Source: an optimization exercise on an open RTL-to-GDS flow (aim: small area, a short achievable clock period and few clock cycles per item). Production flows keep margins and buffers that such runs may drop. The RTL was checked by simulation tests, not by an equivalence proof against the original design. Power figures rest on the tool's default switching activity, not on a simulated workload.

`flow/flow/run.sh`:
```
#!/bin/bash
# The standard synthesis and layout, with two changes to how the layout is
# made (the clock and constraints are the standard flow's own constraint.sdc/config.mk):
#  * ORFS's repair_timing is asked for a larger setup slack than the clock
#    needs, so that it sizes and buffers the paths that set the period the
#    design achieves;
#  * the port buffers that buffer_ports inserts are buf_1 cells (upsized by
#    repair where timing needs it) instead of the default delay-buffer cell.
set -euo pipefail
bash standard.sh synth > synth.log 2>&1
bash standard.sh SETUP_SLACK_MARGIN=14.8 "BUFFER_PORTS_ARGS=-buffer_cell sky130_fd_sc_hd__buf_1" finish > layout.log 2>&1
```
`flow/standard.sh`:
```
#!/bin/bash
# synth_recipe.tcl (not shown) runs the flow's synth.tcl, then flattens the netlist and writes it again
# the make line also repeats each setting of config.mk as NAME=value (left out here)
make -C /OpenROAD-flow-scripts/flow DESIGN_CONFIG=/design/flow/config.mk WORK_HOME=/design/flow/orfs CLKGATE_MAP_FILE= SYNTH_SCRIPT=/design/flow/synth_recipe.tcl "${@:-finish}"
```
`flow/config.mk`:
```
export PLATFORM = sky130hd
export DESIGN_NAME = cdh26_hill
export DESIGN_NICKNAME = cdh26_hill
export VERILOG_FILES = /design/flow/design.v
export SDC_FILE = /design/flow/constraint.sdc
export NUM_CORES = 4
export LEC_CHECK = 0
export CAP_MARGIN = 20
export CORE_MARGIN = 2
export CORE_UTILIZATION = 40
export SLEW_MARGIN = 20
```
`flow/constraint.sdc`:
```
create_clock -name core_clock -period 20.0 [get_ports {clk}]
set_input_delay 4.0000 -clock core_clock [delete_from_list [all_inputs] [get_ports {clk}]]
set_output_delay 4.0000 -clock core_clock [all_outputs]
set_load 0.01 [all_outputs]
```
`flow/design.v`:
```
module cdh26_hill (
    input             clk,
    input             rst,
    input             cmd_valid,
    output reg        cmd_ready,
    input      [1:0]  cmd_op,
    input      [15:0] cmd_len,
    input      [31:0] k00,
    input      [31:0] k01,
    input      [31:0] k10,
    input      [31:0] k11,
    input             in_valid,
    output reg        in_ready,
    input      [7:0]  in_data,
    output reg        out_valid,
    output     [7:0]  out_data,
    output reg        done,
    output reg [1:0]  err,
    output     [15:0] olen,
    output reg [63:0] det,
    output reg [4:0]  detm,
    output reg [4:0]  dinv,
    output     [4:0]  ki00,
    output     [4:0]  ki01,
    output     [4:0]  ki10,
    output     [4:0]  ki11,
    output reg        kiv
);
    localparam OP_MDET = 2'd0, OP_MINV = 2'd1, OP_HENC = 2'd2, OP_HDEC = 2'd3;
    localparam [5:0] FILL_L = 6'd10;     
    function [5:0] lgb;
        input [4:0] a;
        begin
            case (a)
                5'd0: lgb = 6'd16;
                5'd1: lgb = 6'd32;
                5'd2: lgb = 6'd1;
                5'd3: lgb = 6'd36;
                5'd4: lgb = 6'd2;
                5'd5: lgb = 6'd41;
                5'd6: lgb = 6'd5;
                5'd7: lgb = 6'd43;
                5'd8: lgb = 6'd3;
                5'd9: lgb = 6'd40;
                5'd10: lgb = 6'd10;
                5'd11: lgb = 6'd39;
                5'd12: lgb = 6'd6;
                5'd13: lgb = 6'd48;
                5'd14: lgb = 6'd0;
                5'd15: lgb = 6'd33;
                5'd16: lgb = 6'd4;
                5'd17: lgb = 6'd34;
                5'd18: lgb = 6'd9;
                5'd19: lgb = 6'd37;
                5'd20: lgb = 6'd11;
                5'd21: lgb = 6'd35;
                5'd22: lgb = 6'd8;
                5'd23: lgb = 6'd42;
                5'd24: lgb = 6'd7;
                5'd25: lgb = 6'd38;
                default: lgb = 6'd0;
            endcase
        end
    endfunction
    function [5:0] lgi;
        input [4:0] a;
        begin
            case (a)
                5'd1: lgi = 6'd16;
                5'd2: lgi = 6'd32;
                5'd3: lgi = 6'd1;
                5'd4: lgi = 6'd36;
                5'd5: lgi = 6'd2;
                5'd6: lgi = 6'd41;
                5'd7: lgi = 6'd5;
                5'd8: lgi = 6'd43;
                5'd9: lgi = 6'd3;
                5'd10: lgi = 6'd40;
                5'd11: lgi = 6'd10;
                5'd12: lgi = 6'd39;
                5'd13: lgi = 6'd6;
                5'd14: lgi = 6'd48;
                5'd15: lgi = 6'd0;
                5'd16: lgi = 6'd33;
                5'd17: lgi = 6'd4;
                5'd18: lgi = 6'd34;
                5'd19: lgi = 6'd9;
                5'd20: lgi = 6'd37;
                5'd21: lgi = 6'd11;
                5'd22: lgi = 6'd35;
                5'd23: lgi = 6'd8;
                5'd24: lgi = 6'd42;
                5'd25: lgi = 6'd7;
                5'd26: lgi = 6'd38;
                default: lgi = 6'd0;
            endcase
        end
    endfunction
    function [3:0] ex13;
        input [4:0] a;
        begin
            case (a)
                5'd0: ex13 = 4'd1;
                5'd1: ex13 = 4'd2;
                5'd2: ex13 = 4'd4;
                5'd3: ex13 = 4'd8;
                5'd4: ex13 = 4'd3;
                5'd5: ex13 = 4'd6;
                5'd6: ex13 = 4'd12;
                5'd7: ex13 = 4'd11;
                5'd8: ex13 = 4'd9;
                5'd9: ex13 = 4'd5;
                5'd10: ex13 = 4'd10;
                5'd11: ex13 = 4'd7;
                5'd12: ex13 = 4'd1;
                5'd13: ex13 = 4'd2;
                5'd14: ex13 = 4'd4;
                5'd15: ex13 = 4'd8;
                5'd16: ex13 = 4'd3;
                5'd17: ex13 = 4'd6;
                5'd18: ex13 = 4'd12;
                5'd19: ex13 = 4'd11;
                5'd20: ex13 = 4'd9;
                5'd21: ex13 = 4'd5;
                5'd22: ex13 = 4'd10;
                5'd23: ex13 = 4'd7;
                5'd24: ex13 = 4'd1;
                5'd25: ex13 = 4'd2;
                5'd26: ex13 = 4'd4;
                5'd27: ex13 = 4'd8;
                5'd28: ex13 = 4'd3;
                default: ex13 = 4'd0;
            endcase
        end
    endfunction
    function [4:0] crt0;
        input [5:0] a;
        begin
            case (a)
                6'd0: crt0 = 5'd0;
                6'd1: crt0 = 5'd14;
                6'd2: crt0 = 5'd2;
                6'd3: crt0 = 5'd16;
                6'd4: crt0 = 5'd4;
                6'd5: crt0 = 5'd18;
                6'd6: crt0 = 5'd6;
                6'd7: crt0 = 5'd20;
                6'd8: crt0 = 5'd8;
                6'd9: crt0 = 5'd22;
                6'd10: crt0 = 5'd10;
                6'd11: crt0 = 5'd24;
                6'd12: crt0 = 5'd12;
                6'd13: crt0 = 5'd0;
                6'd14: crt0 = 5'd14;
                6'd15: crt0 = 5'd2;
                6'd16: crt0 = 5'd16;
                6'd17: crt0 = 5'd4;
                6'd18: crt0 = 5'd18;
                6'd19: crt0 = 5'd6;
                6'd20: crt0 = 5'd20;
                6'd21: crt0 = 5'd8;
                6'd22: crt0 = 5'd22;
                6'd23: crt0 = 5'd10;
                6'd24: crt0 = 5'd24;
                6'd32: crt0 = 5'd13;
                6'd33: crt0 = 5'd1;
                6'd34: crt0 = 5'd15;
                6'd35: crt0 = 5'd3;
                6'd36: crt0 = 5'd17;
                6'd37: crt0 = 5'd5;
                6'd38: crt0 = 5'd19;
                6'd39: crt0 = 5'd7;
                6'd40: crt0 = 5'd21;
                6'd41: crt0 = 5'd9;
                6'd42: crt0 = 5'd23;
                6'd43: crt0 = 5'd11;
                6'd44: crt0 = 5'd25;
                6'd45: crt0 = 5'd13;
                6'd46: crt0 = 5'd1;
                6'd47: crt0 = 5'd15;
                6'd48: crt0 = 5'd3;
                6'd49: crt0 = 5'd17;
                6'd50: crt0 = 5'd5;
                6'd51: crt0 = 5'd19;
                6'd52: crt0 = 5'd7;
                6'd53: crt0 = 5'd21;
                6'd54: crt0 = 5'd9;
                6'd55: crt0 = 5'd23;
                6'd56: crt0 = 5'd11;
                default: crt0 = 5'd0;
            endcase
        end
    endfunction
    function [4:0] crt1;
        input [5:0] a;
        begin
            case (a)
                6'd0: crt1 = 5'd1;
                6'd1: crt1 = 5'd15;
                6'd2: crt1 = 5'd3;
                6'd3: crt1 = 5'd17;
                6'd4: crt1 = 5'd5;
                6'd5: crt1 = 5'd19;
                6'd6: crt1 = 5'd7;
                6'd7: crt1 = 5'd21;
                6'd8: crt1 = 5'd9;
                6'd9: crt1 = 5'd23;
                6'd10: crt1 = 5'd11;
                6'd11: crt1 = 5'd25;
                6'd12: crt1 = 5'd13;
                6'd13: crt1 = 5'd1;
                6'd14: crt1 = 5'd15;
                6'd15: crt1 = 5'd3;
                6'd16: crt1 = 5'd17;
                6'd17: crt1 = 5'd5;
                6'd18: crt1 = 5'd19;
                6'd19: crt1 = 5'd7;
                6'd20: crt1 = 5'd21;
                6'd21: crt1 = 5'd9;
                6'd22: crt1 = 5'd23;
                6'd23: crt1 = 5'd11;
                6'd24: crt1 = 5'd25;
                6'd32: crt1 = 5'd14;
                6'd33: crt1 = 5'd2;
                6'd34: crt1 = 5'd16;
                6'd35: crt1 = 5'd4;
                6'd36: crt1 = 5'd18;
                6'd37: crt1 = 5'd6;
                6'd38: crt1 = 5'd20;
                6'd39: crt1 = 5'd8;
                6'd40: crt1 = 5'd22;
                6'd41: crt1 = 5'd10;
                6'd42: crt1 = 5'd24;
                6'd43: crt1 = 5'd12;
                6'd44: crt1 = 5'd26;
                6'd45: crt1 = 5'd14;
                6'd46: crt1 = 5'd2;
                6'd47: crt1 = 5'd16;
                6'd48: crt1 = 5'd4;
                6'd49: crt1 = 5'd18;
                6'd50: crt1 = 5'd6;
                6'd51: crt1 = 5'd20;
                6'd52: crt1 = 5'd8;
                6'd53: crt1 = 5'd22;
                6'd54: crt1 = 5'd10;
                6'd55: crt1 = 5'd24;
                6'd56: crt1 = 5'd12;
                default: crt1 = 5'd0;
            endcase
        end
    endfunction
    function [29:0] mterm;
        input [3:0] a;
        begin
            case (a)
                4'd0: mterm = 30'd797740097;
                4'd1: mterm = 30'd489369860;
                4'd2: mterm = 30'd155539664;
                4'd3: mterm = 30'd539437836;
                4'd4: mterm = 30'd411187798;
                4'd5: mterm = 30'd745017994;
                4'd6: mterm = 30'd361119822;
                4'd7: mterm = 30'd489369860;
                4'd8: mterm = 30'd155539664;
                4'd9: mterm = 30'd539437836;
                4'd10: mterm = 30'd411187798;
                4'd11: mterm = 30'd745017994;
                4'd12: mterm = 30'd361119822;
                4'd13: mterm = 30'd489369860;
                4'd14: mterm = 30'd155539664;
                4'd15: mterm = 30'd539437836;
                default: mterm = 30'd0;
            endcase
        end
    endfunction
    function [4:0] add26;
        input [4:0] a;
        input [4:0] b;
        reg [5:0] s;
        begin
            s = a + b;
            add26 = (s >= 6'd26) ? s - 6'd26 : s[4:0];
        end
    endfunction
    function [4:0] inv26;
        input [4:0] d;
        begin
            case (d)
                5'd1:  inv26 = 5'd1;
                5'd3:  inv26 = 5'd9;
                5'd5:  inv26 = 5'd21;
                5'd7:  inv26 = 5'd15;
                5'd9:  inv26 = 5'd3;
                5'd11: inv26 = 5'd19;
                5'd15: inv26 = 5'd7;
                5'd17: inv26 = 5'd23;
                5'd19: inv26 = 5'd11;
                5'd21: inv26 = 5'd5;
                5'd23: inv26 = 5'd17;
                5'd25: inv26 = 5'd25;
                default: inv26 = 5'd0;
            endcase
        end
    endfunction
    function [4:0] dterm;
        input [1:0]  dd;
        input [14:0] t;
        begin
            case (dd)
                2'd0: dterm = 5'd0;
                2'd1: dterm = t[4:0];
                2'd2: dterm = t[9:5];
                default: dterm = t[14:10];
            endcase
        end
    endfunction
    localparam S_IDLE = 2'd0, S_PRE = 2'd1, S_TXT = 2'd2, S_POST = 2'd3;
    reg [1:0]  st;
    reg [4:0]  p;           
    reg [1:0]  op;
    reg        f_s;         
    reg        i_detm, i_k1, i_k2;    
    reg        w_detm, w_k1, w_k2;    
    reg        w_txt;
    reg        cpa;         
    reg [1:0]  cpk;
    reg        cy;
    wire [15:0] oh16 = 16'd1 << p[3:0];
    function [15:0] evn;
        input [31:0] x;
        integer k;
        begin
            for (k = 0; k < 16; k = k + 1) evn[k] = x[2*k];
        end
    endfunction
    function [15:0] odd;
        input [31:0] x;
        integer k;
        begin
            for (k = 0; k < 16; k = k + 1) odd[k] = x[2*k+1];
        end
    endfunction
    reg [1:0]  dg0, dg1, dg2, dg3;      
    reg [3:0]  rs;                      
    reg        cprev, dprev;            
    reg  [35:0] S;
    reg  [35:0] C;
    wire da = dg3[0] ^ dprev;                                   
    wire db = (dg3[1] & ~dg3[0] & ~dprev) | (~dg3[1] & dg3[0] & dprev);    
    wire dn = dg3[1] & ~(dg3[0] & dprev);                       
    wire ca = dg2[0] ^ cprev;
    wire cb = (dg2[1] & ~dg2[0] & ~cprev) | (~dg2[1] & dg2[0] & cprev);
    wire cn = ~dg2[1] & (dg2[0] | cprev);                       
    wire [32:0] xa = ({33{da}} & {k00[31], k00}) | ({33{db}} & {k00, 1'b0});
    wire [32:0] xb = ({33{ca}} & {k01[31], k01}) | ({33{cb}} & {k01, 1'b0});
    wire [35:0] rowA = {1'b1, 1'b0, ~(xa[32] ^ dn), xa ^ {33{dn}}};
    wire [35:0] rowB = {1'b0, 1'b0, ~(xb[32] ^ cn), xb ^ {33{cn}}};
    wire [37:0] s1, c1, s2, c2;
    assign c1[0] = dn;
    assign c2[0] = cn;
    genvar j;
    generate
        for (j = 0; j < 37; j = j + 1) begin : g_csa
            wire s_j = (j < 36) ? S[j] : 1'b0;
            wire c_j = (j < 36) ? C[j] : 1'b0;
            wire a_j = (j < 36) ? rowA[j] : 1'b0;
            wire b_j = (j < 36) ? rowB[j] : 1'b0;
            assign s1[j]   = s_j ^ c_j ^ a_j;
            assign c1[j+1] = (s_j & c_j) | (s_j & a_j) | (c_j & a_j);
            assign s2[j]   = s1[j] ^ c1[j] ^ b_j;
            assign c2[j+1] = (s1[j] & c1[j]) | (s1[j] & b_j) | (c1[j] & b_j);
        end
    endgenerate
    assign s1[37] = 1'b0;
    assign s2[37] = c1[37];
    reg  [1:0] ps, pc;
    reg        f_low;
    wire [2:0] low = {1'b0, ps} + {1'b0, pc} + {2'b0, cy};
    wire [8:0] csum = {1'b0, S[7:0]} + {1'b0, C[7:0]} + {8'd0, (cpk == 2'd0) ? low[2] : cy};
    reg [4:0] m00, m01, m10, m11;       
    assign ki00 = m00;
    assign ki01 = m01;
    assign ki10 = m10;
    assign ki11 = m11;
    wire [29:0] mt = mterm(rs);
    wire       negc = (op != OP_HENC);
    wire [4:0] t0 = dterm(dg0, mt[14:0]);
    wire [4:0] t1 = dterm(dg1, mt[14:0]);
    wire [4:0] t2 = dterm(dg2, negc ? mt[29:15] : mt[14:0]);
    wire [4:0] t3 = dterm(dg3, mt[14:0]);
    reg [7:0]  rem_lo, rem_hi;
    reg        lq_v;
    reg [5:0]  lq;              
    reg        have_v0, ph2;
    reg [5:0]  v0, v1;
    reg [7:0]  np_lo;
    reg [6:0]  np_hi;
    reg [4:0]  od;
    assign out_data = {3'b010, od};
    assign olen = {np_hi, np_lo, 1'b0};
    wire take = in_valid & in_ready;
    wire in_letter = (in_data[7:6] == 2'b01) && (in_data[4:0] != 5'd0) && (in_data[4:0] <= 5'd26);
    wire rem_lz = (rem_lo == 8'd0);
    wire rem_z  = rem_lz & (rem_hi == 8'd0);
    wire rem_1  = (rem_lo == 8'd1) & (rem_hi == 8'd0);
    wire txt   = (st == S_TXT);
    wire henc  = (op == OP_HENC);
    wire fill  = txt & ~ph2 & ~lq_v & have_v0 & rem_z & henc;
    wire pairA = txt & ~ph2 & ((lq_v & have_v0) | fill);
    wire cpa_busy = cpa & (cpk != 2'd3);
    wire kbusy = ~henc & (p < 5'd21);        
    wire fin   = txt & ~lq_v & ~ph2 & rem_z & ~(have_v0 & henc) & ~cpa_busy & ~kbusy;
    wire supp  = (op == OP_HDEC) & ~kiv;     
    wire [4:0] xb0 = (ph2 | i_k2) ? m10 : m00;
    wire [4:0] xb1 = (ph2 | i_k1) ? m11 : m01;
    wire [4:0] yb0 = i_detm ? m11 : dinv;
    wire [4:0] yb1 = i_detm ? m10 : dinv;
    wire       ky  = i_detm | i_k1 | i_k2;
    wire [5:0] xl0 = lgb(xb0);
    wire [5:0] xl1 = lgb(xb1);
    wire [5:0] yl0 = ky ? lgb(yb0) : v0;
    wire [5:0] yl1 = ky ? lgb(yb1) : (ph2 ? v1 : (fill ? FILL_L : lq));
    wire [4:0] sl0 = xl0[3:0] + yl0[3:0];
    wire [4:0] sl1 = xl1[3:0] + yl1[3:0] + (i_k2 ? 5'd6 : 5'd0);
    wire [3:0] pr0 = (xl0[4] | yl0[4]) ? 4'd0 : ex13(sl0);
    wire [3:0] pr1 = (xl1[4] | yl1[4]) ? 4'd0 : ex13(sl1);
    reg  [3:0] P0, P1;
    reg        PP0, PP1;
    wire [4:0] psum = P0 + P1;
    wire [4:0] w   = crt0({PP0 ^ PP1, psum});
    wire [4:0] w1  = crt1({PP0 ^ PP1, psum});
    wire [4:0] wl0 = crt0({PP0, 1'b0, P0});
    wire [4:0] wl1 = crt0({PP1, 1'b0, P1});
    always @(posedge clk) begin
        dg0  <= {|(odd(k00) & oh16), |(evn(k00) & oh16)};
        dg1  <= {|(odd(k01) & oh16), |(evn(k01) & oh16)};
        dg2  <= {|(odd(k10) & oh16), |(evn(k10) & oh16)};
        dg3  <= {|(odd(k11) & oh16), |(evn(k11) & oh16)};
        rs   <= p[3:0];
        lq   <= lgi(in_data[4:0]);
        P0   <= pr0;
        P1   <= pr1;
        PP0  <= xl0[5] & yl0[5];
        PP1  <= xl1[5] & yl1[5];
    end
    always @(posedge clk) begin
        if (st == S_IDLE) begin
            S <= 36'h4_0000_0000;
            C <= 36'd0;
            cy <= 1'b0;
            cprev <= 1'b0;
            dprev <= 1'b0;
        end else if (f_s) begin
            S <= s2[37:2];
            C <= c2[37:2];
            cprev <= dg2[1];
            dprev <= dg3[1];
        end else if (cpa) begin
            det[63:32] <= {csum[7:0], det[63:40]};
            S <= {8'd0, S[35:8]};
            C <= {8'd0, C[35:8]};
        end
        ps <= s2[1:0];
        pc <= c2[1:0];
        f_low <= f_s;
        if (st == S_IDLE) cy <= 1'b0;
        else if (cpa) cy <= csum[8];
        else if (f_low) cy <= low[2];
        if (f_low) det[31:0] <= {low[1:0], det[31:2]};
    end
    always @(posedge clk) begin
        if (st == S_IDLE) begin
            m00 <= k00[31] ? 5'd4 : 5'd0;
            m01 <= k01[31] ? 5'd4 : 5'd0;
            m10 <= k10[31] ? ((cmd_op != OP_HENC) ? 5'd22 : 5'd4) : 5'd0;
            m11 <= k11[31] ? 5'd4 : 5'd0;
        end else if (f_s) begin
            m00 <= add26(m00, t0);
            m01 <= add26(m01, t1);
            m10 <= add26(m10, t2);
            m11 <= add26(m11, t3);
        end else if (w_k1) begin
            m11 <= wl0;
            m00 <= wl1;
        end else if (w_k2) begin
            m10 <= wl0;
            m01 <= wl1;
        end
    end
    always @(posedge clk) begin
        if (w_detm) begin
            detm <= w;
            dinv <= inv26(w);
            kiv  <= w[0] && (w != 5'd13);
        end
    end
    always @(posedge clk) begin
        done      <= 1'b0;
        out_valid <= 1'b0;
        cmd_ready <= 1'b0;
        f_s    <= 1'b0;
        i_detm <= 1'b0; i_k1 <= 1'b0; i_k2 <= 1'b0;
        w_detm <= i_detm; w_k1 <= i_k1; w_k2 <= i_k2;
        w_txt  <= 1'b0;
        lq_v   <= take & in_letter;
        if (p != 5'd31) p <= p + 5'd1;
        if (w_txt) begin
            od        <= w1;
            out_valid <= !supp;
        end
        if (cpa) begin
            cpk <= cpk + 2'd1;
            if (cpk == 2'd3) cpa <= 1'b0;
        end
        if (~henc) begin
            i_detm <= (p == 5'd16);
            i_k1   <= (p == 5'd18);
            i_k2   <= (p == 5'd19);
        end
        if (rst) begin
            st        <= S_IDLE;
            p         <= 5'd0;
            in_ready  <= 1'b0;
            have_v0   <= 1'b0;
            ph2       <= 1'b0;
            lq_v      <= 1'b0;
            cpa       <= 1'b0;
            w_detm <= 1'b0; w_k1 <= 1'b0; w_k2 <= 1'b0;
            out_valid <= 1'b0;
        end else begin
            case (st)
                S_IDLE: begin
                    p  <= 5'd0;
                    op <= cmd_op;
                    i_detm <= 1'b0; i_k1 <= 1'b0; i_k2 <= 1'b0;
                    if (cmd_valid) begin
                        st  <= S_PRE;
                        p   <= 5'd1;
                        f_s <= 1'b1;
                    end
                end
                S_PRE: begin
                    if (cmd_ready) begin
                        rem_lo   <= cmd_len[7:0];
                        rem_hi   <= cmd_len[15:8];
                        np_lo    <= 8'd0;
                        np_hi    <= 7'd0;
                        have_v0  <= 1'b0;
                        ph2      <= 1'b0;
                        cpa      <= ~henc;
                        cpk      <= 2'd0;
                        if (op[1]) begin
                            in_ready <= henc && (cmd_len != 16'd0);
                            st       <= S_TXT;
                        end else begin
                            st       <= S_POST;
                        end
                    end else if (!cmd_valid) begin
                        st <= S_IDLE;
                        p  <= 5'd0;
                    end else begin
                        if (p == 5'd15) cmd_ready <= 1'b1;
                        f_s <= (p <= 5'd15);
                    end
                end
                S_POST: begin
                    if (!cpa_busy && !(op == OP_MINV && kbusy)) begin
                        done <= 1'b1;
                        err  <= (op == OP_MINV && !kiv) ? 2'd1 : 2'd0;
                        st   <= S_IDLE;
                        p    <= 5'd0;
                    end
                end
                default: begin   
                    if (take) begin
                        rem_lo   <= rem_lo - 8'd1;
                        if (rem_lz) rem_hi <= rem_hi - 8'd1;
                        in_ready <= !rem_1;
                    end
                    if (!henc && p == 5'd19)
                        in_ready <= !rem_z;
                    if (lq_v && !have_v0) begin
                        v0      <= lq;
                        have_v0 <= 1'b1;
                    end
                    if (ph2) begin
                        ph2   <= 1'b0;
                        w_txt <= 1'b1;
                    end else if (pairA) begin
                        v1      <= fill ? FILL_L : lq;
                        ph2     <= 1'b1;
                        have_v0 <= 1'b0;
                        w_txt   <= 1'b1;
                        if (!supp) begin
                            np_lo <= np_lo + 8'd1;
                            if (np_lo == 8'hff) np_hi <= np_hi + 7'd1;
                        end
                    end
                    if (fin) begin
                        done     <= 1'b1;
                        st       <= S_IDLE;
                        p        <= 5'd0;
                        in_ready <= 1'b0;
                        have_v0  <= 1'b0;
                        if (op == OP_HDEC && (!kiv || have_v0)) begin
                            err   <= kiv ? 2'd2 : 2'd1;
                            np_lo <= 8'd0;
                            np_hi <= 7'd0;
                        end else begin
                            err   <= 2'd0;
                        end
                    end
                end
            endcase
        end
    end
endmodule
```
==> flow_metrics.tcl, run 1 <==
set metrics [dict create \
    grt_pass1_wl_mm 100 \
    clock.fmax_mhz 184 \
    ys_ff_latch 297 \
    clk_pin_slew_ps 60 \
    critPathLaunchType "input pin" \
    cp_common_cell "fa_2" \
    fp.dieH_um 234 \
    cts_root_buf "clkbuf_16" \
    worstMarginPinSlew_ps 1120 \
    setup-violations-final 0 \
    multiInputGateArea_sq_um 13300 \
    power.leakage_nw 9.55 \
    fin_crit_sh 0.271 \
    finalHoldViolCount 0 \
    status "finished clean" \
    nets 2918 \
    fin_crit_ps 5430 \
    crit_path_max_incr_delay_ps 590 \
    io_pins 283 \
    place_congestion 1.00 \
    die_area_sq_um 54700 \
    ys_dominant_reg_cell "dfxtp_1" \
    antenna_found_initial 2 \
    layout-drive-gt1-share 0.126 \
    peakVddDrop_mv 0.0534 \
    cp_data_arrival_time_ps 5810 \
    drc 0 \
    crit_chain "buf_2 > a22oi_2 > xnor2_1 > fa_2 > fa_2 > a21oi_1 > nor2_1" \
    core_sq_um 52300 \
    rsz0062_at_grt "true" \
    drt_iter0_drc 1688 \
    antenna_left 0 \
    drv_slew 0 \
    htree_levels 2 \
    yosysSeqAreaShare 0.351 \
    syn_inst 2304 \
    grt_usage 0.236 \
    via_per_inst 5.63 \
    crit_type "in2reg" \
    p_per_area_nw_per_um2 120 \
    synth.most_common_cell "nor2_1" \
    path_delay_family "adder cells" \
    synth.top_cell.area_share 0.209 \
    clock_skew_ps 28.5 \
    syn_area_sq_um 21100 \
    synth_cell_types 75 \
    post-route-util 0.476 \
    max_cap_viol_count 0 \
    fp.dieW_um 234 \
    critPathCaptureType "register" \
    dpl.hpwl_mm 48.6 \
    dr.pass1.iters 6 \
    cts_made_buffers 36 \
    clock-sinks 297 \
    overflow 0 \
    grt_pass1_vias 17700 \
    num_rows 84 \
    synth.area.top_cells "edfxtp_1, dfxtp_1, fa_1" \
    cts_hold_buf 0 \
    crit_fanout 3 \
    grt_max_degree 116 \
    synth.largest_area_cell "edfxtp_1" \
    cp.required_ps 20380 \
    ys_top_cells_by_count "nor2_1, a21oi_1, nand2_1, dfxtp_1, edfxtp_1" \
    clk_latency_ps 560 \
    async_flop_share 0 \
    critPathBufInv 1 \
    drt_wl_total_mm 65.8 \
    syn_avg_cell_area_sq_um 9.17 \
    fin_setup_tns_ps 0 \
    initial_utilization 0.404 \
    yosysWarnings 1 \
    synth_enable_flop_cells 147 \
    n_fill_cell 5056 \
    cts_tree "built" \
    cts.path.max_buffers 3 \
    avgRoutedWirePerCell_um 20.1 \
    vias 18400 \
    syn_to_final_growth_pct 18.0 \
    portBuffers 277 \
    cpMaxStageDelayCell "fa_2" \
    slew_headroom 0.256 \
    register_area_sq_um 7430 \
    hold_path_class "reg2reg" \
]
## area by class of cell
| cell class | instances | area share |
|---|---|---|
| sequential | 297 | 0.298 |
| timing repair buffer | 347 | 0.0699 |
| clock inverter | 16 | 0.00602 |
| multi-input combinational | 1769 | 0.534 |
| antenna | 1 | 0.000100 |
| clock buffer | 50 | 0.0424 |
| tap | 688 | 0.0345 |
| inverter | 101 | 0.0152 |
## placed cells by master, fill, tap and decap left out, types with 20 or more instances in the layout
cell / count
a211oi_1: 20
a21oi_1: 197
nand3_1: 33
fa_1: 46
dfxtp_1: 145
a22oi_1: 47
buf_4: 70
mux2i_1: 105
mux2_2: 24
o211ai_1: 20
a22oi_2: 31
xor2_1: 33
a21o_1: 27
o21ai_0: 109
inv_1: 97
edfxtp_1: 147
nand2b_1: 31
fa_2: 35
clkbuf_16: 38
xnor2_1: 89
nor3_1: 34
a31oi_1: 28
nand2_1: 192
nor2b_1: 30
ha_1: 126
a22o_1: 21
buf_1: 239
nor2_1: 260
## metal layers
layer / vias to the layer above / GRT usage / part of all wire
li1: 8717 / - / -
met1: 8902 / 0.332 / 0.45
met2: 675 / 0.370 / 0.45
met3: 107 / 0.0429 / 0.077
met4: 0 / 0.0684 / 0.026
met5: - / 0 / 0
## path summary, 6_finish.rpt
kind	start	cells after the start	slack, ps	endpoint
worst max-delay path	k00[9]	7	14570	S[7]
worst min-delay path	det[59]	0	450	det[51]
worst max register to register	st[0]	17	14920	P1[0]
worst min register to register	det[59]	0	450	det[51]
## power by group
group	leakage, nW	total [mW]	switching [mW]	internal, mW
clock	0.590	0.664	0.267	0.397
combinational	6.35	1.51	0.901	0.613
sequential	2.61	0.814	0.0880	0.726
total	9.55	2.99	1.26	1.74
## through the flow
| step | setup slack, ps | hold slack [ps] | area, sq um | instances | power [mW] |
|---|---|---|---|---|---|
| after floorplan | 14390 | 347 | 21400 | 2306 | 1.86 |
| after global placement | 13760 | 428 | 23000 | 3154 | 2.19 |
| after detailed placement | 13710 | 430 | 23000 | 3154 | 2.24 |
| after CTS | 14620 | 445 | 24600 | 3254 | 2.96 |
| after global routing | 14530 | 447 | 24900 | 3268 | 3.21 |
| final | 14570 | 446 | 24900 | 3269 | 2.99 |
## flip-flops by register name, summed over array words and instances, names as in the netlist, 6 cells and up
signal and count:
S 35, np_hi 7, lq 6, rem_lo 8, v0 6, np_lo 8
det 64, rem_hi 8, C 35, v1 6, mt 23
## cell families after synthesis
family,share of synthesized area
adder cells (fa/ha/maj),0.152
multiplexers,0.0644
other,0.000355
AND/OR/NAND/NOR,0.143
XOR/XNOR,0.0572
AO/OA/AOI/OAI,0.188
buffers and inverters,0.0435
flip-flops,0.351
## timing repair
action / 4_1_cts / 5_1_grt
setup buffers: 34 / 14
endpoints found under the setup margin: 86 / 79
resized for setup: 68 / 49
pin swaps: 63 / 42
Testbench counts, summed over its fixed seeds: cycles 21,454, commands 480.
==> run 2: changes to the inputs <==
==> flow/run.sh (new file) <==
#!/bin/bash
# synth_recipe.tcl (not shown) runs the flow's synth.tcl, then flattens the netlist and writes it again
# the make line also repeats each setting of config.mk as NAME=value (left out here)
make -C /OpenROAD-flow-scripts/flow DESIGN_CONFIG=/design/flow/config.mk WORK_HOME=/design/flow/orfs CLKGATE_MAP_FILE= SYNTH_SCRIPT=/design/flow/synth_recipe.tcl finish
removed: flow/flow/run.sh
removed: flow/standard.sh
==> run 2 against run 1 <==
Effect of this change:
- critical path depth rose by 1
- sequential share of layout area fell by 0.96 points
- clock skew decreased by 1.0 ps
- utilization up 1.6 points
- highest routed layer unchanged
- hold slack got worse by 12 ps
==> flow_metrics.tcl, run 2 <==
set metrics [dict create \
    status "finished clean" \
    setup-violations-final 0 \
    syn_to_final_growth_pct 21.9 \
    critPathLaunchType "input pin" \
    synth_enable_flop_cells 147 \
    grt_pass1_wl_mm 98.3 \
    async_flop_share 0 \
    rsz0062_at_grt "false" \
    grt_max_degree 78 \
    ys_ff_latch 297 \
    cp_data_arrival_time_ps 6740 \
    vias 18200 \
    grt_pass1_vias 17700 \
    critPathBufInv 1 \
    layout-drive-gt1-share 0.0560 \
    drc 0 \
    cpMaxStageDelayCell "clkdlybuf4s50_1" \
    hold_path_class "reg2reg" \
    cts_resized 0 \
    core_sq_um 52300 \
    post-cts-setup-buffers 0 \
    cts_root_buf "clkbuf_16" \
    final_cell_mix "clkdlybuf4s50_1, nor2_1, a21oi_1" \
    peakVddDrop_mv 0.0528 \
    drt_wl_total_mm 63.4 \
    largest_register_ff_count 64 \
    htree_levels 2 \
    syn_inst 2304 \
    synth.largest_area_cell "edfxtp_1" \
    crit_chain "clkdlybuf4s50_1 > o21ai_0 > xnor2_1 > fa_1 > fa_1 > nand2b_1 > o31a_1 > nor2_1" \
    syn_avg_cell_area_sq_um 9.17 \
    cp_common_cell "fa_1" \
    holdCritStartpoint "lq[5]" \
    reg_top3 "det: 64 flops, C: 35 flops, S: 35 flops" \
    dpl.hpwl_mm 48.4 \
    synth.most_common_cell "nor2_1" \
    antenna_left 0 \
    crit_fanout 4 \
    syn_area_sq_um 21100 \
    clk_pin_slew_ps 60 \
    drv_slew 0 \
    initial_utilization 0.404 \
    ys_top_cells_by_count "nor2_1, a21oi_1, nand2_1, dfxtp_1, edfxtp_1" \
    worst_slack_ps 13660 \
    p_per_area_nw_per_um2 115 \
    total_power_mw 2.97 \
    dr.pass1.iters 6 \
    yosysWarnings 1 \
    num_rows 84 \
    antenna_cells 0 \
    via_per_inst 5.64 \
    cp.required_ps 20400 \
    cp-startpoint "k00[31]" \
    die_area_sq_um 54700 \
    synth_cell_types 75 \
    avgRoutedWirePerCell_um 19.7 \
    fin_crit_ps 6340 \
    dpl_worst_slack_ps 13100 \
    slew_headroom 0.266 \
    place_congestion 0.965 \
    crit_type "in2reg" \
    reg2reg_from "ph2" \
    finalHoldViolCount 0 \
    clock-sinks 297 \
    fin_crit_sh 0.317 \
    clock.fmax_mhz 158 \
    top_register "det" \
    synth.area.top_cells "edfxtp_1, dfxtp_1, fa_1" \
    cts.path.max_buffers 3 \
    critPathCaptureType "register" \
    io_pins 283 \
    yosysSeqAreaShare 0.351 \
    ys_dominant_reg_cell "dfxtp_1" \
    fin_setup_tns_ps 0 \
    overflow 0 \
    clock_skew_ps 27.5 \
    drt_iter0_drc 1636 \
    fp.dieW_um 234 \
    nets 2874 \
    portBuffers 277 \
    max_cap_viol_count 0 \
    antenna_found_initial 0 \
    crit_path_max_incr_delay_ps 700 \
    path_delay_family "adder cells" \
    cts_hold_buf 0 \
    cts_tree "built" \
    mostFrequentLayoutCell "clkdlybuf4s50_1" \
    clk_latency_ps 560 \
    worstMarginPinSlew_ps 1100 \
    cts_made_buffers 37 \
    synth.top_cell.area_share 0.209 \
    grt_usage 0.229 \
    fp.dieH_um 234 \
    power.leakage_nw 9.91 \
]
## run 2: changes by cell type in the layout (fill, tap and decap cells not counted), sizes merged
cell and delta:
clkinv -1, diode -1, buf -317, clkinvlp +2, clkdlybuf4s50 +277, clkbuf -8, bufinv +2, inv +2
## run 2: final timing paths
path | slack (ps) | cells past startpoint | endpoint
hold reg to reg | 430 | 0 | v0[5]
hold / removal | 430 | 0 | v0[5]
setup / recovery | 13660 | 8 | S[30]
setup reg to reg | 14520 | 16 | P1[0]
## run 2: power by group
group / internal (mW) / total [mW] / leakage, nW / switching [mW]
clock network: 0.431 / 0.704 / 0.630 / 0.273
registers: 0.726 / 0.827 / 2.61 / 0.100
logic: 0.601 / 1.44 / 6.67 / 0.836
total: 1.76 / 2.97 / 9.91 / 1.21
## run 2: per-layer routing
| layer | track usage | up-vias | wire, um |
|---|---|---|---|
| met1 | 0.319 | 8787 | 28900 |
| met3 | 0.0368 | 97 | 4160 |
| li1 | - | 8645 | - |
| met4 | 0.0708 | 0 | 1580 |
| met2 | 0.365 | 647 | 28800 |
| met5 | 0 | - | 0 |
## run 2: worst register-to-register path, stage by stage (launching register included)
cell and delay (ps):
dfxtp_1 450, nor2_1 550, mux2i_1 660, inv_1 190, ha_1 240, o211ai_1 190, o21ai_0 100, o21ai_0 240
fa_1 460, ha_1 230, fa_1 480, xnor2_1 650, nor2_1 140, a21oi_1 160, nor2_1 50, a2111oi_0 440
a311oi_1 90
## run 2: logic make-up after synthesis
family	synth area share
AND/OR/NAND/NOR	0.143
AO/OA/AOI/OAI	0.188
flip-flops	0.351
buffers and inverters	0.0435
adder cells (fa/ha/maj)	0.152
XOR/XNOR	0.0572
multiplexers	0.0644
other	0.000355
## run 2: final cells by class
cell class                      instances  area (sq um)
Clock buffer                           47          1070
Clock inverter                         21           225
Fill cell                            4918         26600
Inverter                              101           379
Multi-Input combinational cell       1769         12800
Sequential cell                       297          7430
Tap cell                              688           861
Timing Repair Buffer                  302          2960
## run 2: through the flow
| stage | instance area [sq um] | cells | utilization | hold WS (ps) |
|---|---|---|---|---|
| after detailed placement | 24400 | 3157 | 0.467 | 419 |
| after global routing | 25800 | 3225 | 0.492 | 456 |
| after global placement | 24400 | 3157 | 0.467 | 415 |
| after CTS | 25700 | 3225 | 0.492 | 433 |
| after floorplan | 21100 | 2306 | - | 347 |
| final | 25800 | 3225 | 0.492 | 434 |

[port drivers added, routing unchanged]
No port has a modelled driver above. Below, the same layouts with a new extraction and two added sets of constraints. Step 1, drivers: a clkbuf_16 drives clk and a buf_2 each remaining input, both assumed. Step 2 moves the port delays by t, midway between the first and last clock arrival at a register: inputs arrive t later, outputs are due t later. That takes back most of the time a late clock gives input paths. Slacks: no drivers / after step 1 / after step 2; pairs: no drivers / after step 1.
| run | t (ns) | setup WS [ns] | latest minus earliest clock arrival (ns) | worst register clock-pin slew, ns | cell pins on the clock port's net |
|---|---|---|---|---|---|
| run 1 | 0.601 | 14.571 / 14.590 / 13.988 | 0.033 / 0.033 | 0.07 / 0.07 | 1 |
| run 2 | 0.603 | 13.659 / 13.668 / 13.065 | 0.029 / 0.029 | 0.06 / 0.06 | 1 |
After both steps setup and hold are still met in every run listed. The setup slack of run 2, which loses most, moves by +0.009 ns with the drivers and by -0.594 ns with both steps.
